This design comes from an exercise in tuning for small area on the open sky130 flow, not from production work. In this exercise RTL edits were held to simulation tests only and were not proved equivalent to the original. No run shown here takes its clock network from TritonCTS; it comes from the design's own scripts or RTL. The clock input has no modelled driver; a real chip could not lean on it and would need a root buffer or a full tree. Power and IR drop assume default switching activity.

===== flow/flow/run.sh =====
#!/bin/bash
# Own layout flow: the standard synthesis, then the combinational logic
# between the (unchanged) registers is re-synthesised by ABC for area
# (&deepsyn with several seeds, mapped by map -a and by &nf, the smallest
# netlist that keeps every register kept); the rest
# is the standard ORFS flow with buf_1 port buffers, except the clock tree:
# mcts.tcl has the clock port drive a few clock buffers, each feeding the
# flip-flops of one region. Each tool's output goes to a log in this folder.
set -euo pipefail
HERE=$(pwd)
LIB=$FLOW_HOME/platforms/sky130hd/lib/sky130_fd_sc_hd__tt_025C_1v80.lib
YOSYS=$FLOW_HOME/../tools/install/yosys/bin/yosys
R=$HERE/orfs/results/sky130hd/bitpack_codec/base

export BUFFER_PORTS_ARGS="-buffer_cell sky130_fd_sc_hd__buf_1"

bash standard.sh synth > synth.log 2>&1

cp $R/1_2_yosys.v $HERE/std_synth.v
DU=""
for c in $(grep -o 'sky130_fd_sc_hd__\(lpflow\|probe\)[a-z0-9_]*' $FLOW_HOME/platforms/sky130hd/config.mk | sort -u); do
  DU="$DU -dont_use $c"
done
SEQ=$(grep -o '^ *sky130_fd_sc_hd__[a-z0-9_]*' std_synth.v | sort -u | grep -E '__(dfxtp|edfxtp|dfrtp|dfstp|dfbbp|dfxbp|dfrbp|dfsbp|sdf|sedf|dlx|dlr)' | tr '\n' ' ')
NSEQ=$(grep -cE '^ *sky130_fd_sc_hd__(dfxtp|edfxtp|dfrtp|dfstp|dfbbp|dfxbp|dfrbp|dfsbp|sdf|sedf|dlx|dlr)' std_synth.v)

remap() {  # remap TAG ABC_SCRIPT_LINES
  local t=$1; shift
  printf '%s\n' "$@" > abc_$t.script
  cat > remap_$t.ys <<EOS
read_liberty -ignore_miss_func $LIB
read_verilog $HERE/std_synth.v
hierarchy -top $FLOW_TOP
setattr -mod -set keep_hierarchy 1 $SEQ
flatten
opt_clean -purge
abc -liberty $LIB $DU -script $HERE/abc_$t.script
opt_clean -purge
hierarchy -top $FLOW_TOP
blackbox $SEQ
rename -hide w:_*_.*
opt_clean -purge
rename -enumerate
tee -o $HERE/area_$t.txt stat -liberty $LIB
write_verilog -noattr -nohex -nodec $HERE/remap_$t.v
EOS
  timeout 900 $YOSYS -s remap_$t.ys > remap_$t.log 2>&1 || true
}

remap base strash 'dch -f' 'map -a' topo &
jobs=1
TAGS="base"
for s in 0 1 2 3 4 5 6 7; do
  for m in m n; do
    if [[ $m == m ]]; then
      remap s$s$m strash '&get -n' "&deepsyn -J 50 -T 400 -S $s" '&put' 'dch -f' 'map -a' topo &
    else
      remap s$s$m strash '&get -n' "&deepsyn -J 50 -T 400 -S $s" '&dch -f' '&nf -R 1000 -p -F 10 -A 10 -a' '&put' topo &
    fi
    TAGS="$TAGS s$s$m"
    jobs=$((jobs + 1))
    if (( jobs % ${NUM_CORES:-4} == 0 )); then wait; fi
  done
done
wait

# Keep the smallest netlist that has every register and some logic.
best=""; besta=""
for t in $TAGS; do
  [[ -f remap_$t.v && -f area_$t.txt ]] || continue
  a=$(grep -E 'Chip area for (top )?module' area_$t.txt | tail -1 | awk '{print $NF}')
  s=$(grep -E 'of which used for sequential' area_$t.txt | tail -1 | awk '{print $(NF-1)}')
  n=$(grep -cE '^ *sky130_fd_sc_hd__(dfxtp|edfxtp|dfrtp|dfstp|dfbbp|dfxbp|dfrbp|dfsbp|sdf|sedf|dlx|dlr)' remap_$t.v || true)
  echo "$t area=$a seq=$s flops=$n" >> choice.log
  [[ "$n" == "$NSEQ" ]] || continue
  awk -v a="$a" -v s="$s" 'BEGIN{exit !(a - s > 0.25 * s)}' || continue
  if [[ -z "$best" ]] || awk -v a="$a" -v b="$besta" 'BEGIN{exit !(a < b)}'; then best=$t; besta=$a; fi
done
echo "chosen: ${best:-standard}" >> choice.log
if [[ -n "$best" ]]; then cp remap_$best.v $R/1_2_yosys.v; fi

bash standard.sh place > place.log 2>&1
MCTS_PLATFORM_DIR=$FLOW_HOME/platforms/sky130hd MCTS_IN_ODB=$R/3_place.odb MCTS_IN_SDC=$R/3_place.sdc \
MCTS_OUT_ODB=$R/4_1_cts.odb MCTS_OUT_SDC=$R/4_cts.sdc MCTS_NBUF=4 MCTS_NX=2 MCTS_BUF=sky130_fd_sc_hd__clkbuf_8 \
  $FLOW_HOME/../tools/install/OpenROAD/bin/openroad -exit $HERE/flow/mcts.tcl > mcts.log 2>&1
bash standard.sh finish > finish.log 2>&1

===== flow/flow/mcts.tcl =====
# Clock tree: the clock port drives MCTS_NBUF clock buffers, each driving
# the flip-flops of one region of the placement (MCTS_NX columns, each split
# into rows by y), the buffer placed at the centre of its flip-flops.
set P $::env(MCTS_PLATFORM_DIR)
read_liberty $P/lib/sky130_fd_sc_hd__tt_025C_1v80.lib
read_db $::env(MCTS_IN_ODB)
read_sdc $::env(MCTS_IN_SDC)
source $P/setRC.tcl
set nbuf $::env(MCTS_NBUF)
set bufm $::env(MCTS_BUF)
set block [ord::get_db_block]
set db [ord::get_db]
set clk [$block findNet clk]
set sinks {}
foreach it [$clk getITerms] {
  lappend sinks $it
}
# sort sinks by x of their instance
set keyed {}
foreach it $sinks {
  set inst [$it getInst]
  set loc [$inst getLocation]
  lappend keyed [list [lindex $loc 0] [lindex $loc 1] $it]
}
# split into nbuf groups: by x into nx columns, each column by y into ny rows
set nx $::env(MCTS_NX)
set ny [expr {$nbuf / $nx}]
set keyed [lsort -integer -index 0 $keyed]
set n [llength $keyed]
set groups {}
for {set c 0} {$c < $nx} {incr c} {
  set col [lrange $keyed [expr {$c * $n / $nx}] [expr {($c + 1) * $n / $nx - 1}]]
  set col [lsort -integer -index 1 $col]
  set m [llength $col]
  for {set r 0} {$r < $ny} {incr r} {
    lappend groups [lrange $col [expr {$r * $m / $ny}] [expr {($r + 1) * $m / $ny - 1}]]
  }
}
set master [$db findMaster $bufm]
set b 0
foreach group $groups {
  set net [odb::dbNet_create $block "clknet_$b"]
  $net setSigType CLOCK
  set inst [odb::dbInst_create $block $master "clkbuf_$b"]
  set sx 0; set sy 0
  foreach g $group {
    set it [lindex $g 2]
    $it disconnect
    $it connect $net
    set sx [expr {$sx + [lindex $g 0]}]
    set sy [expr {$sy + [lindex $g 1]}]
  }
  set cnt [llength $group]
  $inst setLocation [expr {$sx / $cnt}] [expr {$sy / $cnt}]
  $inst setPlacementStatus PLACED
  [$inst findITerm A] connect $clk
  [$inst findITerm X] connect $net
  incr b
}
$clk setSigType CLOCK
detailed_placement
check_placement -verbose
set_propagated_clock [all_clocks]
estimate_parasitics -placement
report_clock_skew
set worst 0
foreach pin [get_pins -hierarchical */CLK] { set s [get_property $pin slew_max]; if {$s > $worst} {set worst $s} }
puts "WORST_CLK_SLEW $worst"
report_worst_slack -max
report_worst_slack -min
write_db $::env(MCTS_OUT_ODB)
write_sdc -no_timestamp $::env(MCTS_OUT_SDC)

===== flow/standard.sh =====
#!/bin/bash
# synth_recipe.tcl (not shown) runs the flow's synth.tcl, then flattens the netlist and writes it again
# the make line also repeats each setting of config.mk as NAME=value (left out here)
make -C /OpenROAD-flow-scripts/flow DESIGN_CONFIG=/design/flow/config.mk WORK_HOME=/design/flow/orfs CLKGATE_MAP_FILE= SYNTH_SCRIPT=/design/flow/synth_recipe.tcl "${@:-finish}"

===== flow/config.mk =====
export PLATFORM = sky130hd
export DESIGN_NAME = bitpack_codec
export DESIGN_NICKNAME = bitpack_codec
export VERILOG_FILES = /design/flow/design.v
export SDC_FILE = /design/flow/constraint.sdc
export NUM_CORES = 4
export LEC_CHECK = 0
export CAP_MARGIN = 20
export CORE_MARGIN = 2
export CORE_UTILIZATION = 65
export SLEW_MARGIN = 20

===== flow/constraint.sdc =====
create_clock -name core_clock -period 6.0 [get_ports {clk}]
set_input_delay 1.2000 -clock core_clock [delete_from_list [all_inputs] [get_ports {clk}]]
set_output_delay 1.2000 -clock core_clock [all_outputs]
set_load 0.01 [all_outputs]

===== flow/design.v =====
module bitshift_option_deriver (
    input  wire [7:0] od_in,
    output wire [7:0] opt0,
    output wire [7:0] opt1,
    output wire [7:0] opt2,
    output wire [7:0] opt3
);
    assign opt0 = od_in | {od_in[6:0], 1'b0};
    assign opt1 = od_in & {od_in[6:0], 1'b0};
    assign opt2 = od_in | {1'b0, od_in[7:1]};
    assign opt3 = od_in & {1'b0, od_in[7:1]};
endmodule
module compression_encoder_fsm (
    input  wire       clk,
    input  wire       rst,
    input  wire       in_valid,
    output wire       in_ready,
    input  wire       in_end,
    input  wire [7:0] in_data,
    output wire       out_valid,
    input  wire       out_ready,
    output wire [7:0] out_data,
    output wire       enc_done,
    output wire       enc_collision
);
    localparam A_EMPTY = 7'b0000001;   
    localparam A_FRESH = 7'b0100001;   
    localparam A_LITS  = 7'b0000010;   
    localparam A_SENT  = 7'b0000000;   
    localparam A_DONE  = 7'b0000011;
    localparam K_REP1 = 3'b000;
    localparam K_REP2 = 3'b001;
    localparam K_MODP = 3'b100;   
    localparam K_LIT  = 3'b010;
    reg  [2:0] k;               
    reg        mp;              
    reg  [7:0] h0, h1, h2;
    reg  [6:0] acc;             
    reg  [2:0] lm;              
    reg        coll;
    wire first     = !acc[6] && acc[5];     
    wire d2        = !first || acc[2];      
    wire d1        = !first;                
    wire [7:0] b = in_end ? 8'h00 : in_data;
    wire [7:0] nb_lo = {h2[6:0], 1'b0};
    wire [7:0] nb_hi = {1'b0, h2[7:1]};
    wire [7:0] nb    = k[2] ? (k[1] ? nb_hi : nb_lo) : h2;
    wire [7:0] cx    = k[0] ? (h2 & nb) : (h2 | nb);
    wire [7:0] cand  = (k == K_REP2) ? h1 : cx;
    wire found = (k == K_LIT) || ((b == cand) && ((k == K_REP2) ? d1 : d2));
    reg [2:0] k_next;
    always @(*) begin
        case (k)
            K_REP1:  k_next = K_REP2;
            K_REP2:  k_next = K_MODP;
            3'b111:  k_next = K_LIT;
            default: k_next = {k[2], k[1:0] + 2'd1};
        endcase
    end
    wire [1:0] op       = k[2] ? 2'b01 : {~k[1], ~k[1] & ~k[0]};
    wire       is_lit   = (k == K_LIT);
    wire       fin_slot = mp || !k[2];          
    wire [1:0] s        = mp ? k[1:0] : op;
    wire n3        = acc[6];                
    wire acc_empty = !acc[6] && (acc[4:0] == 5'b00001) && !mp;
    wire [7:0] ctrl = {acc[5:0], s};
    wire phase   = (acc[6:2] == 5'd0);      
    wire in_lits = phase && (acc[1:0] == 2'b10);
    wire in_sent = phase && (acc[1:0] == 2'b00);
    wire in_done = phase && (acc[1:0] == 2'b11);
    wire in_run  = !phase || (acc[1:0] == 2'b01);
    wire fin_end = in_end && acc_empty;     
    wire step    = in_run && in_valid && !fin_end && found;
    wire lm_any     = |lm;
    wire lits_shift = in_lits && lm_any && (!lm[0] || out_ready);
    wire lits_fin   = in_lits && !lm_any && (!is_lit || out_ready);
    assign out_valid = !rst && ((step && n3) || (in_lits && (lm[0] || (!lm_any && is_lit))) ||
                                in_sent);
    assign out_data  = in_lits ? (lm_any ? h0 : b) : in_sent ? 8'h01 : ctrl;
    assign enc_done  = in_done;
    assign enc_collision = coll;
    wire pass_done = (step && !n3 && fin_slot) || (lits_fin && !mp);
    assign in_ready = !rst && ((in_run && (in_end ? acc_empty : (found && !n3 && fin_slot))) ||
                               (lits_fin && !mp && !in_end));
    always @(posedge clk) begin
        if (pass_done || lits_shift) begin
            h0 <= h1;
            h1 <= h2;
        end
        if (pass_done)
            h2 <= b;
    end
    always @(posedge clk) begin
        if (rst) begin
            k     <= K_REP1;
            mp    <= 1'b0;
            acc   <= A_FRESH;
            lm    <= 3'd0;
            coll  <= 1'b0;
        end else begin
            if (pass_done)
                k  <= K_REP1; else if (in_run && in_valid && !fin_end && !found)
                k  <= k_next;
            if (pass_done || lits_shift)
                lm <= {is_lit && in_run, lm[2:1]};
            if (step && (!n3 || out_ready))
                mp <= !fin_slot;
            if (in_run) begin
                if (in_valid && fin_end)
                    acc <= A_SENT;
                else if (step && n3) begin
                    if (out_ready) begin
                        acc <= A_LITS;
                        if (ctrl == 8'h01) coll <= 1'b1;
                    end
                end else if (step)
                    acc <= {acc[4], acc[3] || !d2, acc[2:0], s};
            end else if (in_lits) begin
                if (lits_fin) acc <= A_EMPTY;
            end else if (in_sent) begin
                if (out_ready) acc <= A_DONE;
            end
        end
    end
endmodule
module compression_decoder_fsm (
    input  wire       clk,
    input  wire       rst,
    input  wire       in_valid,
    output wire       in_ready,
    input  wire       in_eof,
    input  wire [7:0] in_data,
    output wire       out_valid,
    input  wire       out_ready,
    output wire [7:0] out_data,
    output wire       dec_done,
    output wire [2:0] dec_status
);
    localparam ST_SENTINEL  = 3'd1;
    localparam ST_EOF_CTRL  = 3'd2;
    localparam ST_EOF_LIT   = 3'd3;
    localparam ST_EOF_SEL   = 3'd4;
    localparam ST_UNDEF_REF = 3'd5;
    localparam OP_LIT  = 2'b00;
    localparam OP_MODP = 2'b01;
    localparam OP_REP2 = 2'b10;
    localparam OP_REP1 = 2'b11;
    reg        mp;              
    reg        d0, d1;          
    reg  [7:0] p0, p1;
    reg  [8:0] slots;           
    wire       run   = !(slots[1] && !slots[0]);
    wire       empty = (slots[7:0] == 8'd0);
    wire [1:0] cur   = slots[8:7];
    wire [7:0] nb_lo = {p1[6:0], 1'b0};
    wire [7:0] nb_hi = {1'b0, p1[7:1]};
    wire [7:0] nb    = mp ? (cur[1] ? nb_hi : nb_lo) : p1;
    wire [7:0] px    = cur[0] ? (p1 & nb) : (p1 | nb);
    wire       rep2  = !mp && cur == OP_REP2;
    wire       litop = !mp && cur == OP_LIT;
    wire [7:0] v     = rep2 ? p0 : litop ? in_data : px;
    reg prod;
    always @(*) begin
        if (mp) prod = d1;
        else begin
            case (cur)
                OP_REP1: prod = d1;
                OP_REP2: prod = d0;
                OP_LIT:  prod = in_valid && !in_eof;
                default: prod = 1'b0;
            endcase
        end
        if (empty) prod = 1'b0;
    end
    wire lit = !empty && !mp && cur == OP_LIT;
    assign out_valid  = !rst && run && prod;
    assign out_data   = v;
    assign in_ready   = !rst && run && (empty || (lit && (in_eof || out_ready)));
    assign dec_done   = !run;
    assign dec_status = slots[4:2];
    wire take = in_valid && in_ready;
    wire put  = out_valid && out_ready;
    always @(posedge clk) begin
        if (put) begin
            p0 <= p1;
            p1 <= v;
        end
    end
    always @(posedge clk) begin
        if (rst) begin
            mp     <= 1'b0;
            d0     <= 1'b0;
            d1     <= 1'b0;
            slots  <= 9'h100;
        end else if (run) begin
            if (put) begin
                d0 <= d1;
                d1 <= 1'b1;
            end
            if (empty) begin
                if (take) begin
                    if (in_eof)                   slots <= {4'b0000, mp ? ST_EOF_SEL : ST_EOF_CTRL, 2'b10};
                    else if (in_data == 8'h01)    slots <= {4'b0000, ST_SENTINEL, 2'b10};
                    else                          slots  <= {in_data, 1'b1};
                end
            end else if (mp) begin
                if (!d1)      slots <= {4'b0000, ST_UNDEF_REF, 2'b10};
                else if (put) begin
                    slots <= {slots[6:0], 2'b00};
                    mp    <= 1'b0;
                end
            end else begin
                case (cur)
                    OP_LIT: begin
                        if (take && in_eof) slots <= {4'b0000, ST_EOF_LIT, 2'b10};
                        else if (put)       slots  <= {slots[6:0], 2'b00};
                    end
                    OP_MODP: begin
                        slots <= {slots[6:0], 2'b00};
                        mp    <= 1'b1;
                    end
                    OP_REP2: begin
                        if (!d0)      slots <= {4'b0000, ST_UNDEF_REF, 2'b10};
                        else if (put) slots  <= {slots[6:0], 2'b00};
                    end
                    default: begin
                        if (!d1)      slots <= {4'b0000, ST_UNDEF_REF, 2'b10};
                        else if (put) slots  <= {slots[6:0], 2'b00};
                    end
                endcase
            end
        end
    end
endmodule
module bitpack_codec (
    input  wire       clk,
    input  wire       rst,
    input  wire       enc_in_valid,
    output wire       enc_in_ready,
    input  wire       enc_in_end,
    input  wire [7:0] enc_in_data,
    output wire       enc_out_valid,
    input  wire       enc_out_ready,
    output wire [7:0] enc_out_data,
    output wire       enc_done,
    output wire       enc_collision,
    input  wire       dec_in_valid,
    output wire       dec_in_ready,
    input  wire       dec_in_eof,
    input  wire [7:0] dec_in_data,
    output wire       dec_out_valid,
    input  wire       dec_out_ready,
    output wire [7:0] dec_out_data,
    output wire       dec_done,
    output wire [2:0] dec_status
);
    compression_encoder_fsm u_enc (
        .clk(clk), .rst(rst),
        .in_valid(enc_in_valid), .in_ready(enc_in_ready),
        .in_end(enc_in_end), .in_data(enc_in_data),
        .out_valid(enc_out_valid), .out_ready(enc_out_ready),
        .out_data(enc_out_data),
        .enc_done(enc_done), .enc_collision(enc_collision)
    );
    compression_decoder_fsm u_dec (
        .clk(clk), .rst(rst),
        .in_valid(dec_in_valid), .in_ready(dec_in_ready),
        .in_eof(dec_in_eof), .in_data(dec_in_data),
        .out_valid(dec_out_valid), .out_ready(dec_out_ready),
        .out_data(dec_out_data),
        .dec_done(dec_done), .dec_status(dec_status)
    );
endmodule

==> metrics.md, run 1 <==
| Metric | Value |
|---|---|
| Status | timing/DRC/antenna clean |
| Area Overhead vs Synth | 10.5% |
| Leak Pwr | 1.22 nW |
| ANT nets after route | 0 |
| Syn. warnings | 2 |
| VDD IR-drop max | 0.337 mV |
| Critical Path RT | 4.80 ns |
| RSZ-0062 raised after global routing | false |
| DR pass1 iterations | 8 |
| Initial DRC count | 368 |
| Worst slack, placed | 1.33 ns |
| R2R Setup Slk | 1.26 ns |
| Slew @ Worst Pin | 0.979 ns |
| Crit path from | u_enc.k[0] |
| Syn nets | 356 |
| Drc violations | 0 |
| Mean post-synth cell area | 9.90 µm² |
| Storage element area | 1740 µm² |
| CP Launch Type | flop |
| Routed WL | 8380 µm |
| Clock transition at path regs | 0.11 ns |
| Fmax | 202 MHz |
| Row count | 25 |
| Vias | 3030 |
| DR WL/cell | 18.4 µm |
| Worst clock skew | 0.0201 ns |
| Die Y | 75.1 µm |
| PnR worst setup slack | 1.04 ns |
| Non-Filler Instances | 455 |
| Placed Cells | 451 |
| Final Critical Period | 4.96 ns |
| Final #Nets | 414 |
| Hold Fails Final Rpt | 0 |
| Vias per inst | 6.66 |
| Final Setup Violations | 0 |
| Sum Neg Setup Slack | 0 ns |
| Mapped Cells | 332 |
| Start of the worst register-to-register path | u_enc.k[0] |
| Final worst-path cycle share | 82.7% |
| # Max-Cap Violations | 0 |
| Hold path depth | 0 |
| Overflow after GRT | 0 |
| Hold crit path type | flop to flop |
| Placeable Area | 4790 µm² |
| HPWL after detailed placement | 6170 µm |
| Number of diodes | 0 |
| Vias in the first global route | 2638 |
| Multi-input gate area | 1470 µm² |
| Crit-path max FO | 10 |
| Starting Density | 68.7% |
| IO Pins | 50 |
| Setup CP Type | flop to output port |
| R2R cell count | 12 |
| Critical path endpoint | enc_out_valid |
| Worst Path Arrival | 3.76 ns |
| Cell Area, Synth | 3290 µm² |
| Global-route wire length before repair | 13100 µm |
| Share of cells above drive strength 1 | 1.80% |
| GP Congestion | 0.972 |
| Layout fillers | 374 |
| Die Width | 75.1 µm |
| Gr usage total | 30.0% |
| Die Area | 5640 µm² |
| Initial antenna violation count | 0 |
| Slew margin rel. | 34.3% |
| Cell Pwr Density | 304 nW/µm² |
| Port bufs | 49 |
| Worst setup EP type | output port |
| Skew-Pair Late Insertion Delay | 0.16 ns |
| Max Slew Vio Count | 0 |
| Largest net degree at the start of global routing | 21 |
| Smallest hold slack | 0.462 ns |
| Reg-to-reg endpoint | u_enc.lm[1] |
-- routing by layer --
layer | vias up | share of wire (%) | global-route usage, %
li1 | 1403 | - | -
met1 | 1429 | 43 | 48.2
met2 | 184 | 46 | 45.8
met3 | 14 | 9.9 | 1.61
met4 | 0 | 1.5 | 5.16
met5 | - | 0 | 0
-- worst min path at each step --
stage / end / startpoint / slack, ns
after floorplan: u_enc.h0[3] / u_enc.h1[3] / 0.43
after global placement: u_enc.h0[6] / u_enc.h1[6] / 0.44
after detailed placement: u_enc.h0[7] / u_enc.h1[7] / 0.44
after global routing: u_enc.h0[7] / u_enc.h1[7] / 0.48
final: u_enc.h0[7] / u_enc.h1[7] / 0.46
-- state kept, by name, indices dropped and copies added (netlist names), 2 cells and up, named ones only --
register     flops
u_dec.slots      9
u_dec.p0         8
u_dec.p1         8
u_enc.h0         8
u_enc.h1         8
u_enc.h2         8
u_enc.acc        7
u_enc.lm         3
u_enc.k          2
-- layout make-up --
| cell class | count | area share (%) |
|---|---|---|
| Buffer | 4 | 1.52 |
| Inverter | 21 | 2.17 |
| Multi-Input combinational cell | 244 | 40.4 |
| Sequential cell | 67 | 48.0 |
| Tap cell | 67 | 2.31 |
| Timing Repair Buffer | 52 | 5.69 |
-- where the power goes --
group	total, mW	internal, mW	switching (mW)
registers	0.576	0.530	0.0455
logic	0.352	0.122	0.230
clock network	0.174	0.0620	0.112
total	1.10	0.715	0.387
-- worst max-delay path, cell delays in order, from the launching register on --
cell and delay [ns]:
dfxtp_1 0.54, clkinv_1 0.25, nor3_1 0.85, a221oi_1 0.22, o2bb2ai_1 0.19, a2111oi_0 0.41, a31o_1 0.31, nor2b_1 0.39
nand2_1 0.13, a21oi_1 0.15, buf_1 0.17
-- cells in the final DEF (no fill, tap or decap), types with 4 or more instances in the layout --
cell       n
buf_1     49
edfxtp_1  40
nor2_1    36
nand2_1   30
dfxtp_1   27
o21ai_0   23
clkinv_1  21
a21oi_1   20
nor3_1    16
nor2b_1   11
o22ai_1   10
a221oi_1   8
a221o_1    8
a22o_1     7
a22oi_1    6
nand3_1    5
nand2b_1   4
and2_0     4
and3_1     4
clkbuf_8   4
-- stage by stage --
stage / total power, mW / cell area, µm² / utilization, %
floorplan: 0.815 / 3290 / -
global placement: 0.920 / 3580 / 74.7
detailed placement: 0.929 / 3580 / 74.7
global route: 1.16 / 3630 / 75.9
finish: 1.10 / 3630 / 75.9
==> run 2: changes to the inputs <==
--- a/flow/config.mk
+++ b/flow/config.mk
@@ -8,4 +8,5 @@
 export CAP_MARGIN = 20
 export CORE_MARGIN = 2
 export CORE_UTILIZATION = 65
+export GPL_TIMING_DRIVEN = 0
 export SLEW_MARGIN = 20
==> run 2 against run 1 <==
Worst setup slack better by 0.11 ns. Register-to-register slack better by 0.07 ns. First-iteration DRC count is 15% lower. Cell area is 0.17% lower. Hold slack better by 0.011 ns. Still clean.
==> metrics.md, run 2 <==
| Metric | Value |
|---|---|
| GP Congestion | 0.942 |
| Hold crit path type | flop to flop |
| Dpl cell area | 3560 µm² |
| Slew margin rel. | 42.0% |
| Hold Fails Final Rpt | 0 |
| Gr usage total | 28.9% |
| Status | timing/DRC/antenna clean |
| Initial DRC count | 312 |
| Number of diodes | 0 |
| DR WL/cell | 18.2 µm |
| Sum Neg Setup Slack | 0 ns |
| Max Slew Vio Count | 0 |
| Row count | 25 |
| Worst Path Arrival | 3.65 ns |
| # Max-Cap Violations | 0 |
| VDD IR-drop max | 0.314 mV |
| Overflow after GRT | 0 |
| Fmax | 206 MHz |
| Setup CP Type | flop to output port |
| Area Overhead vs Synth | 10.3% |
| Final #Nets | 412 |
| Routed WL | 8230 µm |
| Global-route wire length before repair | 12700 µm |
| Vias per inst | 6.51 |
| Register name with the most flops | u_dec.slots |
| Slew @ Worst Pin | 0.863 ns |
| Drc violations | 0 |
| Critical Path RT | 4.80 ns |
| Cell Pwr Density | 304 nW/µm² |
| Die Y | 75.1 µm |
| Starting Density | 68.7% |
| Commonest non-fill, non-tap cells in the layout | 49 x buf_1, 40 x edfxtp_1, 36 x nor2_1, 30 x nand2_1, 27 x dfxtp_1 |
| Die Area | 5640 µm² |
| Vias in the first global route | 2574 |
| RSZ-0062 raised after global routing | false |
| Share of cells above drive strength 1 | 1.55% |
| Worst clock skew | 0.0155 ns |
| Largest net degree at the start of global routing | 19 |
| DR pass1 iterations | 5 |
| Final Critical Period | 4.85 ns |
| Final worst-path cycle share | 80.9% |
| Port bufs | 49 |
| IO Pins | 50 |
| HPWL after detailed placement | 6080 µm |
| Mean post-synth cell area | 9.90 µm² |
| Vias | 2950 |
| Final instance area | 3620 µm² |
| Final Setup Violations | 0 |
| Syn nets | 356 |
| Leak Pwr | 1.21 nW |
| Mapped Cells | 332 |
| Die Width | 75.1 µm |
| Skew-Pair Late Insertion Delay | 0.16 ns |
| Worst setup EP type | output port |
| Crit-path max FO | 10 |
| ANT nets after route | 0 |
| CP Launch Type | flop |
| Syn. warnings | 2 |
| Clock transition at path regs | 0.11 ns |
| Cell Area, Synth | 3290 µm² |
| Max reg flops | 9 |
| Commonest non-fill, non-tap cell in the layout | buf_1 |
| Initial antenna violation count | 0 |
| Placeable Area | 4790 µm² |
[run 2: where the power goes]
group,leakage [nW],switching [mW],internal (mW)
logic,0.603,0.229,0.123
clock network,0.0288,0.111,0.0620
registers,0.581,0.0468,0.530
total,1.21,0.387,0.715
[run 2: worst max-delay path, stage by stage, from the launching register on]
cell	delay (ns)
dfxtp_1	0.57
clkinv_1	0.30
nor3_2	0.61
a221oi_1	0.22
o2bb2ai_1	0.17
a2111oi_0	0.50
a31o_1	0.29
nor2b_1	0.39
nand2_1	0.13
a21oi_1	0.14
buf_1	0.18
[run 2: metrics by stage]
stage / setup WS [ns] / hold slack [ns] / util (%) / instances / total power [mW]
final: 1.15 / 0.473 / 75.7 / 453 / 1.10
after detailed placement: 1.17 / 0.449 / 74.5 / 449 / 0.930
after floorplan: 2.03 / 0.426 / - / 332 / 0.815
after global routing: 0.956 / 0.482 / 75.7 / 453 / 1.15
after global placement: 1.19 / 0.438 / 74.2 / 448 / 0.921
[run 2: path summary, 6_finish.rpt]
check	start	to	slack (ns)	cells after the start
setup / recovery	u_enc.k[0]	enc_out_valid	1.15	10
setup reg to reg	u_enc.k[0]	u_enc.lm[0]	1.33	12
hold reg to reg	u_enc.h1[3]	u_enc.h0[3]	0.47	0
hold / removal	u_enc.h1[3]	u_enc.h0[3]	0.47	0
[run 2: final cells by class]
| type | instances | area [µm²] |
|---|---|---|
| Inverter | 21 | 78.8 |
| Tap cell | 67 | 83.8 |
| Multi-Input combinational cell | 244 | 1470 |
| Sequential cell | 67 | 1740 |
| Timing Repair Buffer | 50 | 195 |
| Fill cell | 373 | 1160 |
| Buffer | 4 | 55.1 |
[run 2: routing by layer]
| metal | up-vias | GRT usage, % | share of wire, % |
|---|---|---|---|
| met5 | - | 0 | 0 |
| met2 | 157 | 43.4 | 46 |
| met3 | 9 | 4.95 | 9.2 |
| li1 | 1398 | - | - |
| met1 | 1386 | 44.9 | 44 |
| met4 | 0 | 4.76 | 1.0 |
==> run 3: changes to the inputs <==
--- a/flow/flow/run.sh
+++ b/flow/flow/run.sh
@@ -50,7 +50,7 @@
 remap base strash 'dch -f' 'map -a' topo &
 jobs=1
 TAGS="base"
-for s in 0 1 2 3 4 5 6 7; do
+for s in 0 1 2 3 4 5 6 7 8 9 10 11 12 13 14 15; do
   for m in m n; do
     if [[ $m == m ]]; then
       remap s$s$m strash '&get -n' "&deepsyn -J 50 -T 400 -S $s" '&put' 'dch -f' 'map -a' topo &
==> run 3 against run 2 <==
Still clean. Area after synthesis did not move. Flip-flop and latch count stayed put. Sequential share of layout area did not move. Via count is the same. Combinational power barely moved. Sequential power about the same. Utilization stayed put. Worst setup slack is the same. Register-to-register slack hardly changed. Routed wire length is the same. Critical endpoint unchanged.
==> metrics.md, run 3 <==
| Metric | Value |
|---|---|
| Die Y | 75.1 µm |
| Reg-to-reg endpoint | u_enc.lm[0] |
| Initial antenna violation count | 0 |
| Power Internal | 0.715 mW |
| # Max-Cap Violations | 0 |
| Final Util | 75.7% |
| Vias in the first global route | 2574 |
| DR WL met2 | 3750 µm |
| Clock transition at path regs | 0.11 ns |
| GP Congestion | 0.942 |
| IO Pins | 50 |
| Worst setup EP type | output port |
| Status | timing/DRC/antenna clean |
| Slew margin rel. | 42.0% |
| DR pass1 iterations | 5 |
| Commonest non-fill, non-tap cells in the layout | 49 x buf_1, 40 x edfxtp_1, 36 x nor2_1, 30 x nand2_1, 27 x dfxtp_1 |
| Routed metal-1 wire length | 3640 µm |
| Start of the worst register-to-register path | u_enc.k[0] |
| Hold crit path type | flop to flop |
| Starting Density | 68.7% |
| Skew-Pair Late Insertion Delay | 0.16 ns |
| Crit-path max FO | 10 |
| Max reg flops | 9 |
| Row count | 25 |
| Seq pwr share | 52.4% |
| HPWL after detailed placement | 6080 µm |
| Hold Fails Final Rpt | 0 |
| Worst Path Arrival | 3.65 ns |
| Syn. warnings | 2 |
| Final instance area | 3620 µm² |
| Drc violations | 0 |
| Initial DRC count | 312 |
| CP Launch Type | flop |
| Met3 Wirelength | 758 µm |
| Worst clock skew | 0.0155 ns |
| Register name with the most flops | u_dec.slots |
| Critical Path RT | 4.80 ns |
| Commonest non-fill, non-tap cell in the layout | buf_1 |
| Final worst-path cycle share | 80.9% |
| Gr usage total | 28.9% |
| Largest net degree at the start of global routing | 19 |
| Crit path largest cell delay | 0.61 ns |
| Crit path cell chain | clkinv_1 > nor3_2 > a221oi_1 > o2bb2ai_1 > a2111oi_0 > a31o_1 > nor2b_1 > nand2_1 > a21oi_1 > buf_1 |
| Vias | 2950 |
| Share of cells above drive strength 1 | 1.55% |
| Global-route wire length before repair | 12700 µm |
| Area Overhead vs Synth | 10.3% |
| Leak Pwr | 1.21 nW |
| Placeable Area | 4790 µm² |
| Highest routed metal layer | met4 |
| Setup CP Type | flop to output port |
| RSZ-0062 raised after global routing | false |
| Port bufs | 49 |
| Slew @ Worst Pin | 0.863 ns |
| Final #Nets | 412 |
| Max Slew Vio Count | 0 |
| Final Critical Period | 4.85 ns |
| Syn nets | 356 |
| Dpl cell area | 3560 µm² |
| VDD IR-drop max | 0.314 mV |
| Hold_sp | u_enc.h1[3] |
| Die Width | 75.1 µm |
| Cell Area, Synth | 3290 µm² |
| Sw Ratio | 35.1% |
| Die Area | 5640 µm² |
| Mapped Cells | 332 |
| Net Sw Power | 0.387 mW |
| ANT nets after route | 0 |
| Number of diodes | 0 |
| Clock power share | 15.7% |
| Mean post-synth cell area | 9.90 µm² |
| Gate power share | 31.9% |
| Final Setup Violations | 0 |
| R2R Setup Slk | 1.33 ns |
| Critical-path top delay cell | nor3_2 |
| Cell Pwr Density | 304 nW/µm² |
| Vias per inst | 6.51 |
| Worst hold path endpoint | u_enc.h0[3] |
| Hold path depth | 0 |
| Routed WL | 8230 µm |
| Overflow after GRT | 0 |
| Fmax | 206 MHz |
| R2R cell count | 12 |
| Sum Neg Setup Slack | 0 ns |
| DR WL/cell | 18.2 µm |
[run 3: through the flow]
step	setup WS [ns]	cells	total power, mW	hold slack [ns]
after floorplan	2.03	332	0.815	0.426
after global placement	1.19	448	0.921	0.438
after detailed placement	1.17	449	0.930	0.449
after global routing	0.956	453	1.15	0.482
final	1.15	453	1.10	0.473
[run 3: final cells by class]
cell class              count  area [µm²]
plain buffers               4        55.1
inverters                  21        78.8
multi-input cells         244        1470
flip-flops and latches     67        1740
fillers                   373        1160
well taps                  67        83.8
repair buffers             50         195
[run 3: worst max-delay path: cells and delay by family, from the launching register on]
family                 cells  cell delay [ns]
AOI/OAI and AO/OA          5             1.32
DFF                        1             0.57
buffers and inverters      2             0.48
and+or+nand+nor            3             1.13
[run 3: per-layer routing]
| layer | track usage [%] | vias to the layer above |
|---|---|---|
| met5 | 0 | - |
| met4 | 4.76 | 0 |
| met3 | 4.95 | 9 |
| met2 | 43.4 | 157 |
| met1 | 44.9 | 1386 |
| li1 | - | 1398 |
[run 3: worst max path at each step]
stage	startpoint	endpoint	slack (ns)	cells past startpoint
6_report	u_enc.k[0]	enc_out_valid	1.15	10
5_1_grt	u_enc.k[0]	enc_out_valid	0.96	10
3_5_place_dp	u_enc.k[0]	u_enc.lm[1]	1.17	12
3_3_place_gp	u_enc.k[0]	enc_out_valid	1.19	10
2_1_floorplan	u_enc.k[0]	enc_out_valid	2.03	9
[run 3: power groups by stage]
stage	Clock [mW]	Combinational, mW	Sequential [mW]
2_1_floorplan	0	0.238	0.577
3_3_place_gp	0	0.337	0.585
3_5_place_dp	0	0.344	0.586
5_1_grt	0.183	0.390	0.581
6_report	0.173	0.352	0.577
==> run 4: changes to the inputs <==
--- a/flow/config.mk
+++ b/flow/config.mk
@@ -7,6 +7,6 @@
 export LEC_CHECK = 0
 export CAP_MARGIN = 20
 export CORE_MARGIN = 2
-export CORE_UTILIZATION = 65
+export CORE_UTILIZATION = 80
 export GPL_TIMING_DRIVEN = 0
 export SLEW_MARGIN = 20
==> run 4 against run 3 <==
Cell count fell by 3.8%. Critical endpoint unchanged. Highest routed layer unchanged. Still clean on timing, DRC and antenna. Sequential power about the same. Cell area shrank 0.90%. Critical path type unchanged. Critical path depth grew 1. Synthesized cell count unchanged. Clock power about the same. Global-route usage increased by 13 points. Sequential share of layout area rose by 0.44 points. Area after synthesis is the same. Largest power group unchanged. Register-to-register slack got worse by 0.11 ns. Hold slack got worse by 0.011 ns.
==> metrics.md, run 4 <==
| Metric | Value |
|---|---|
| Port bufs | 49 |
| Die Area | 4640 µm² |
| Routed WL | 9460 µm |
| Skew-Pair Late Insertion Delay | 0.16 ns |
| Critical Path RT | 4.80 ns |
| Worst setup EP type | output port |
| Gr usage total | 41.9% |
| Dpl cell area | 3530 µm² |
| Vias per inst | 7.54 |
| Commonest non-fill, non-tap cells in the layout | 49 x buf_1, 40 x edfxtp_1, 36 x nor2_1, 30 x nand2_1, 27 x dfxtp_1 |
| Crit-path max FO | 10 |
| Final Setup Violations | 0 |
| Worst clock skew | 0.0164 ns |
| Max Slew Vio Count | 0 |
| Worst path most repeated cell | a21oi_1 |
| Max reg flops | 9 |
| Sum Neg Setup Slack | 0 ns |
| Worst Path Arrival | 3.68 ns |
| Vias | 3288 |
| Drc violations | 0 |
| Register name with the most flops | u_dec.slots |
| Global-route wire length before repair | 14600 µm |
| CP Launch Type | flop |
| Non-Filler Instances | 436 |
| Final #Nets | 412 |
| Area Overhead vs Synth | 9.33% |
| Syn. warnings | 2 |
| CP top delay family | simple AND/OR/NAND/NOR gates |
| Row count | 23 |
| # Max-Cap Violations | 0 |
| Crit path cell chain | clkinv_1 > nor3_1 > buf_2 > a21oi_1 > xnor2_1 > a2111oi_0 > a31o_1 > nor2b_1 > nand2_1 > a21oi_1 > buf_1 |
| Syn nets | 356 |
| Cell Area, Synth | 3290 µm² |
| Clock transition at path regs | 0.11 ns |
| Largest net degree at the start of global routing | 21 |
| Slew margin rel. | 38.7% |
| DR pass1 iterations | 7 |
| Number of diodes | 0 |
| Final instance area | 3590 µm² |
| DR WL/cell | 21.7 µm |
| Crit path buf inv count | 3 |
| Crit path largest cell delay | 0.59 ns |
| RSZ-0062 raised after global routing | false |
| Overflow after GRT | 0 |
| Final Critical Period | 4.88 ns |
| Cell Pwr Density | 313 nW/µm² |
| Placed Cells | 431 |
| Critical-path top delay cell | dfxtp_1 |
| Mean post-synth cell area | 9.90 µm² |
| Vias in the first global route | 3005 |
| VDD IR-drop max | 0.330 mV |
| IO Pins | 50 |
| Leak Pwr | 1.21 nW |
| Commonest non-fill, non-tap cell in the layout | buf_1 |
| Die Width | 68.1 µm |
| Starting Density | 82.7% |
| Placeable Area | 3970 µm² |
| Setup CP Type | flop to output port |
| Slew @ Worst Pin | 0.919 ns |
| Fmax | 205 MHz |
| Hold crit path type | flop to flop |
| Final worst-path cycle share | 81.3% |
| Share of cells above drive strength 1 | 1.30% |
| Status | timing/DRC/antenna clean |
| HPWL after detailed placement | 6600 µm |
| GP Congestion | 0.956 |
| Initial antenna violation count | 0 |
| Hold Fails Final Rpt | 0 |
| Die Y | 68.1 µm |
| ANT nets after route | 0 |
| Mapped Cells | 332 |
| Layout fillers | 182 |
| Initial DRC count | 610 |
==> run 4: cell type report <==
type	count	area, µm²	share of cell area, %
Sequential cell	67	1740	48.5
Multi-Input combinational cell	244	1470	40.8
Timing Repair Buffer	50	189	5.26
Inverter	21	78.8	2.19
Tap cell	50	62.6	1.74
Buffer	4	55.1	1.53
==> run 4: worst reg2reg max path, delay by kind of cell, from the launching register on <==
family,cells,cell delay (ns)
AO/OA/AOI/OAI,5,1.71
AND/OR/NAND/NOR,5,1.62
buffers and inverters,2,0.63
flip-flops,1,0.59
XOR/XNOR,1,0.13
==> run 4: path summary, 6_finish.rpt <==
| kind | from | end | slack, ns | depth (start not counted) |
|---|---|---|---|---|
| max | u_enc.k[0] | enc_out_valid | 1.12 | 11 |
| min | u_enc.h1[3] | u_enc.h0[3] | 0.46 | 0 |
| max reg2reg | u_enc.k[0] | u_enc.lm[0] | 1.22 | 13 |
| min reg2reg | u_enc.h1[3] | u_enc.h0[3] | 0.46 | 0 |
==> run 4: per-layer routing <==
layer | wire length (µm) | vias to the layer above | part of all wire [%] | global-route usage, %
met3 | 1320 | 86 | 14 | 6.58
met1 | 3310 | 1461 | 35 | 55.9
met4 | 502 | 0 | 5.3 | 16.3
met5 | 0 | - | 0 | 0
li1 | - | 1398 | - | -
met2 | 4330 | 343 | 46 | 68.8
==> run 4: power breakdown <==
group	switching (mW)	internal, mW	leakage, nW	total (mW)
clock	0.113	0.0620	0.0288	0.175
sequential	0.0480	0.531	0.581	0.579
combinational	0.249	0.122	0.602	0.371
total	0.410	0.715	1.21	1.12
==> run 4: per-stage QoR <==
step           power, mW  hold WS, ns  setup slack (ns)  util (%)
2_1_floorplan      0.815        0.426              2.03         -
3_3_place_gp       0.913        0.436              1.31      88.9
3_5_place_dp       0.932        0.438              1.20      88.9
5_1_grt             1.16        0.481             0.789      90.5
6_report            1.12        0.462              1.12      90.5
==> run 5: changes to the inputs <==
--- a/flow/flow/run.sh
+++ b/flow/flow/run.sh
@@ -81,6 +81,6 @@
 
 bash standard.sh place > place.log 2>&1
 MCTS_PLATFORM_DIR=$FLOW_HOME/platforms/sky130hd MCTS_IN_ODB=$R/3_place.odb MCTS_IN_SDC=$R/3_place.sdc \
-MCTS_OUT_ODB=$R/4_1_cts.odb MCTS_OUT_SDC=$R/4_cts.sdc MCTS_NBUF=4 MCTS_NX=2 MCTS_BUF=sky130_fd_sc_hd__clkbuf_8 \
+MCTS_OUT_ODB=$R/4_1_cts.odb MCTS_OUT_SDC=$R/4_cts.sdc MCTS_NBUF=4 MCTS_NX=2 MCTS_BUF=sky130_fd_sc_hd__clkbuf_16 \
   $FLOW_HOME/../tools/install/OpenROAD/bin/openroad -exit $HERE/flow/mcts.tcl > mcts.log 2>&1
 bash standard.sh finish > finish.log 2>&1
==> run 5 against run 4 <==
Register-to-register slack lost 0.40 ns. Largest power group unchanged. Cell count shrank 0.23%. Combinational power is essentially flat. Hold slack lost 0.0048 ns. Critical path depth shrank 1. Sequential power is essentially flat. Clock power grew 32%. Die area is the same. Fmax shrank 7.9%. First-iteration DRC count grew 21%. Utilization grew 1.0 points. Clock skew shrank 0.0089 ns.
==> metrics.md, run 5 <==
| Metric | Value |
|---|---|
| Status | timing/DRC/antenna clean |
| Overflow after GRT | 0 |
| Seq pwr share | 49.1% |
| Commonest non-fill, non-tap cells in the layout | 49 x buf_1, 40 x edfxtp_1, 36 x nor2_1, 30 x nand2_1, 27 x dfxtp_1 |
| Crit path buf inv count | 2 |
| Skew-Pair Late Insertion Delay | 0.14 ns |
| Placed Cells | 431 |
| Setup CP Type | flop to output port |
| Worst Path Arrival | 4.09 ns |
| RSZ-0062 raised after global routing | false |
| Mapped Cells | 332 |
| VDD IR-drop max | 0.347 mV |
| Hold Fails Final Rpt | 0 |
| Routed WL | 9630 µm |
| IO Pins | 50 |
| Leak Pwr | 1.23 nW |
| ANT nets after route | 0 |
| HPWL after detailed placement | 6600 µm |
| Crit path largest cell delay | 0.90 ns |
| Syn. warnings | 2 |
| Area Overhead vs Synth | 10.5% |
| DR WL/cell | 22.1 µm |
| Syn nets | 356 |
| Starting Density | 82.7% |
| Power Internal | 0.772 mW |
| CP Launch Type | flop |
| Max Slew Vio Count | 0 |
| Fmax | 189 MHz |
| Worst setup EP type | output port |
| Final #Nets | 411 |
| Die Width | 68.1 µm |
| Row count | 23 |
| Sum Neg Setup Slack | 0 ns |
| Largest net degree at the start of global routing | 21 |
| Share of cells above drive strength 1 | 1.04% |
| Worst clock skew | 0.00750 ns |
| Crit-path max FO | 10 |
| Critical-path top delay cell | nor3_1 |
| Vias | 3343 |
| Gr usage total | 43.6% |
| DR pass1 iterations | 7 |
| Initial antenna violation count | 0 |
| Drc violations | 0 |
| Mean post-synth cell area | 9.90 µm² |
| Net Sw Power | 0.412 mW |
| Port bufs | 49 |
| Clock power share | 19.5% |
| CP top delay family | simple AND/OR/NAND/NOR gates |
| Non-Filler Instances | 435 |
| Critical Path RT | 4.80 ns |
| Die Area | 4640 µm² |
| Slew @ Worst Pin | 1.00 ns |
| Clock transition at path regs | 0.07 ns |
| Slew margin rel. | 32.6% |
| Max reg flops | 9 |
| Vias per inst | 7.69 |
| Cell Pwr Density | 326 nW/µm² |
| Placeable Area | 3970 µm² |
| # Max-Cap Violations | 0 |
| Hold crit path type | flop to flop |
| Register name with the most flops | u_dec.slots |
| Crit path cell chain | clkinv_1 > nor3_1 > a221oi_1 > o2bb2ai_1 > a2111oi_0 > a31o_1 > nor2b_1 > nand2_1 > a21oi_1 > buf_1 |
| Final Setup Violations | 0 |
| Sw Ratio | 34.8% |
| Cell Area, Synth | 3290 µm² |
| Initial DRC count | 740 |
| Vias in the first global route | 3038 |
| Number of diodes | 0 |
| Final worst-path cycle share | 88.2% |
| Gate power share | 31.4% |
| Global-route wire length before repair | 15000 µm |
| Commonest non-fill, non-tap cell in the layout | buf_1 |
| Die Y | 68.1 µm |
| Final Critical Period | 5.29 ns |
| GP Congestion | 0.956 |
[run 5: area by class of cell]
type | instances | area [µm²]
sequential | 67 | 1740
buffer | 4 | 100
timing repair buffer | 49 | 184
fill | 164 | 339
inverter | 21 | 78.8
tap | 50 | 62.6
multi-input combinational | 244 | 1470
[run 5: routing by layer]
layer | vias up | track usage [%] | share of wire (%) | wire, µm
met5 | - | 0 | 0 | 0
met2 | 370 | 70.4 | 47 | 4520
met3 | 80 | 13.7 | 15 | 1450
met4 | 0 | 16.0 | 4.5 | 435
li1 | 1406 | - | - | -
met1 | 1487 | 55.1 | 34 | 3230
[run 5: final timing paths]
check,start,to,slack (ns),cells after the start
worst max register to register,u_enc.k[0],u_enc.lm[0],0.82,12
worst min-delay path,u_enc.h1[3],u_enc.h0[3],0.46,0
worst max-delay path,u_enc.k[0],enc_out_valid,0.71,10
worst min register to register,u_enc.h1[3],u_enc.h0[3],0.46,0
[run 5: worst reg2reg max path: stages, from the launching register on]
cell       delay (ns)
dfxtp_1          0.60
clkinv_1         0.36
nor3_1           0.90
a221oi_1         0.22
o2bb2ai_1        0.20
a2111oi_0        0.44
a31o_1           0.28
nor2b_1          0.41
nand2_1          0.17
nand2_1          0.36
a21o_1           0.64
nor2_1           0.21
a22o_1           0.29
[run 5: power groups by stage]
stage / sequential (mW) / clock [mW] / combinational (mW)
6_report: 0.582 / 0.231 / 0.372
5_1_grt: 0.585 / 0.241 / 0.402
3_5_place_dp: 0.586 / 0 / 0.346
3_3_place_gp: 0.583 / 0 / 0.331
2_1_floorplan: 0.577 / 0 / 0.238
[run 5: stage by stage]
step | power (mW) | utilization, % | hold WS, ns | instance area (µm²) | setup slack (ns)
2_1_floorplan | 0.815 | - | 0.426 | 3290 | 2.03
3_3_place_gp | 0.913 | 88.9 | 0.436 | 3530 | 1.31
3_5_place_dp | 0.932 | 88.9 | 0.438 | 3530 | 1.20
5_1_grt | 1.23 | 91.5 | 0.473 | 3630 | 0.370
6_report | 1.18 | 91.5 | 0.457 | 3630 | 0.708
==> run 6: changes to the inputs <==
--- a/flow/design.v
+++ b/flow/design.v
@@ -62,13 +62,13 @@
     wire       fin_slot = mp || !k[2];          
     wire [1:0] s        = mp ? k[1:0] : op;
     wire n3        = acc[6];                
-    wire acc_empty = !acc[6] && (acc[4:0] == 5'b00001) && !mp;
     wire [7:0] ctrl = {acc[5:0], s};
-    wire phase   = (acc[6:2] == 5'd0);      
+    wire phase   = !(acc[2] || acc[4] || acc[6]);
     wire in_lits = phase && (acc[1:0] == 2'b10);
     wire in_sent = phase && (acc[1:0] == 2'b00);
     wire in_done = phase && (acc[1:0] == 2'b11);
-    wire in_run  = !phase || (acc[1:0] == 2'b01);
+    wire in_run  = !phase || acc[0] && !acc[1];
+    wire acc_empty = phase && acc[0] && !mp;
     wire fin_end = in_end && acc_empty;     
     wire step    = in_run && in_valid && !fin_end && found;
     wire lm_any     = |lm;
@@ -150,7 +150,7 @@
     reg  [7:0] p0, p1;
     reg  [8:0] slots;           
     wire       run   = !(slots[1] && !slots[0]);
-    wire       empty = (slots[7:0] == 8'd0);
+    wire       empty = !(slots[0] || slots[2] || slots[4] || slots[6]);
     wire [1:0] cur   = slots[8:7];
     wire [7:0] nb_lo = {p1[6:0], 1'b0};
     wire [7:0] nb_hi = {1'b0, p1[7:1]};
--- a/flow/flow/run.sh
+++ b/flow/flow/run.sh
@@ -81,6 +81,6 @@
 
 bash standard.sh place > place.log 2>&1
 MCTS_PLATFORM_DIR=$FLOW_HOME/platforms/sky130hd MCTS_IN_ODB=$R/3_place.odb MCTS_IN_SDC=$R/3_place.sdc \
-MCTS_OUT_ODB=$R/4_1_cts.odb MCTS_OUT_SDC=$R/4_cts.sdc MCTS_NBUF=4 MCTS_NX=2 MCTS_BUF=sky130_fd_sc_hd__clkbuf_16 \
+MCTS_OUT_ODB=$R/4_1_cts.odb MCTS_OUT_SDC=$R/4_cts.sdc MCTS_NBUF=4 MCTS_NX=2 MCTS_BUF=sky130_fd_sc_hd__clkbuf_8 \
   $FLOW_HOME/../tools/install/OpenROAD/bin/openroad -exit $HERE/flow/mcts.tcl > mcts.log 2>&1
 bash standard.sh finish > finish.log 2>&1
==> run 6 against run 5 <==
Clock power shrank 24%. Worst setup slack gained 0.15 ns. Area after synthesis shrank 0.34%. Utilization shrank 1.3 points. First-iteration DRC count shrank 16%. Largest cell class unchanged.
==> metrics.md, run 6 <==
| Metric | Value |
|---|---|
| Mapped Cells | 334 |
| Max Slew Vio Count | 0 |
| Syn nets | 358 |
| Vias | 3294 |
| Commonest non-fill, non-tap cell in the layout | buf_1 |
| Power Internal | 0.708 mW |
| Crit path buf inv count | 1 |
| Placed Cells | 433 |
| Crit path cell chain | clkinv_1 > o21ai_0 > a222oi_1 > a21oi_1 > a21oi_1 > a211oi_1 > o2111ai_1 > o21ai_0 > nand2b_1 > nor2_1 > a21oi_1 > nand2_1 > nor2_1 > a22o_1 |
| Setup CP Type | flop to flop |
| Fmax | 195 MHz |
| Row count | 23 |
| Placeable Area | 3970 µm² |
| Final Critical Period | 5.14 ns |
| Commonest non-fill, non-tap cells in the layout | 49 x buf_1, 43 x nor2_1, 40 x edfxtp_1, 33 x a21oi_1, 27 x dfxtp_1 |
| Largest net degree at the start of global routing | 21 |
| Die Y | 68.0 µm |
| Clock power share | 16.2% |
| Leak Pwr | 1.20 nW |
| IO Pins | 50 |
| Smallest hold slack | 0.464 ns |
| Worst path most repeated cell | a21oi_1 |
| Die Width | 68.0 µm |
| Initial DRC count | 622 |
| Routed WL | 9150 µm |
| Critical-path top delay cell | o21ai_0 |
| Slew @ Worst Pin | 1.01 ns |
| HPWL after detailed placement | 6440 µm |
| Hold crit path type | flop to flop |
| Final Setup Violations | 0 |
| Vias in the first global route | 2869 |
| Syn. warnings | 2 |
| Dpl cell area | 3530 µm² |
| Final #Nets | 413 |
| Vias per inst | 7.54 |
| Total power | 1.09 mW |
| CP top delay family | compound AO/OA/AOI/OAI gates |
| Skew-Pair Late Insertion Delay | 0.17 ns |
| Register name with the most flops | u_dec.slots |
| Gr usage total | 39.3% |
| Cell Area, Synth | 3270 µm² |
| Starting Density | 82.5% |
| Hold Fails Final Rpt | 0 |
| Port bufs | 49 |
| Crit-path max FO | 17 |
| Gate power share | 30.0% |
| Status | timing/DRC/antenna clean |
| Worst setup EP type | flop |
| Share of cells above drive strength 1 | 1.29% |
| Overflow after GRT | 0 |
| Non-Filler Instances | 437 |
| Sw Ratio | 35.0% |
| Clock transition at path regs | 0.11 ns |
| Max reg flops | 9 |
| DR WL/cell | 20.9 µm |
| CP Launch Type | flop |
| Crit path largest cell delay | 0.74 ns |
| DR pass1 iterations | 6 |
| Cell Pwr Density | 304 nW/µm² |
| Sum Neg Setup Slack | 0 ns |
| Mean post-synth cell area | 9.80 µm² |
| Number of diodes | 0 |
| Drc violations | 0 |
| Die Area | 4620 µm² |
| Area Overhead vs Synth | 9.40% |
| Initial antenna violation count | 0 |
| Worst Path Arrival | 5.21 ns |
| Worst clock skew | 0.0196 ns |
| Slew margin rel. | 32.5% |
| Net Sw Power | 0.381 mW |
| # Max-Cap Violations | 0 |
| Final instance area | 3580 µm² |
| VDD IR-drop max | 0.262 mV |
| Seq pwr share | 53.8% |
| Final worst-path cycle share | 85.6% |
| Critical Path RT | 6.07 ns |
| Global-route wire length before repair | 13900 µm |
| ANT nets after route | 0 |
| RSZ-0062 raised after global routing | false |
| GP Congestion | 0.921 |
run 6: through the flow:
stage	worst slack [ns]	util (%)
after detailed placement	0.978	88.8
final	0.862	90.2
after global routing	0.390	90.2
after floorplan	2.11	-
after global placement	1.22	88.7
run 6: worst paths after layout:
kind,from,endpoint,slack [ns],cells past startpoint
hold / removal,u_enc.h1[2],u_enc.h0[2],0.46,0
setup reg to reg,flop,u_enc.lm[0],0.86,14
hold reg to reg,u_enc.h1[2],u_enc.h0[2],0.46,0
setup / recovery,flop,u_enc.lm[0],0.86,14
run 6: cell type report:
type,count,area (µm²)
flip-flops and latches,67,1740
plain buffers,4,55.1
well taps,50,62.6
repair buffers,49,184
multi-input cells,242,1450
inverters,25,93.8
fillers,187,389
run 6: power groups by stage:
| stage | registers [mW] | clock network, mW | logic [mW] |
|---|---|---|---|
| 3_3_place_gp | 0.589 | 0 | 0.295 |
| 2_1_floorplan | 0.581 | 0 | 0.212 |
| 5_1_grt | 0.589 | 0.185 | 0.352 |
| 6_report | 0.586 | 0.176 | 0.327 |
| 3_5_place_dp | 0.592 | 0 | 0.311 |
run 6: per-layer routing:
| metal | up-vias | global-route usage, % | share of wire (%) |
|---|---|---|---|
| met5 | - | 0 | 0 |
| met4 | 0 | 12.8 | 3.9 |
| met3 | 64 | 4.93 | 14 |
| met2 | 332 | 61.0 | 47 |
| met1 | 1499 | 57.7 | 36 |
| li1 | 1399 | - | - |

==> what the ideal ports hide <==
No port has a modelled driver above. Below, the same layouts with a new extraction and two added sets of constraints. Step 1 assumes that a clkbuf_16 drives the clock port and a buf_2 every other input. Step 2 times the ports against the registers' clock, not the clock port: input delays grow and output delays shrink by t, the midpoint of the rising clock arrivals with the driver on. Three values: no drivers, after step 1, after step 2; two values: the first two.
| run | shift t [ns] | slack for setup (ns) | hold slack, ns | worst setup path at the end | worst data-port slew with drivers (ns) |
|---|---|---|---|---|---|
| run 1 | 0.214 | 1.037 / 0.978 / 1.192 | 0.462 / 0.462 / 0.462 | register to output | 0.04 |
| run 2 | 0.215 | 1.146 / 1.087 / 1.211 | 0.473 / 0.473 / 0.473 | input to output | 0.04 |
| run 3 | 0.215 | 1.146 / 1.087 / 1.211 | 0.473 / 0.473 / 0.473 | input to output | 0.04 |
| run 4 | 0.216 | 1.125 / 1.064 / 1.181 | 0.462 / 0.462 / 0.462 | input to register | 0.05 |
| run 5 | 0.210 | 0.708 / 0.634 / 0.815 | 0.457 / 0.457 / 0.457 | register to register | 0.05 |
| run 6 | 0.215 | 0.862 / 0.861 / 0.861 | 0.464 / 0.465 / 0.465 | register to register | 0.04 |
After both steps every run listed still meets setup and hold. The setup slack of run 6, which loses most, moves by -0.001 ns with the drivers and by -0.001 ns with both steps.
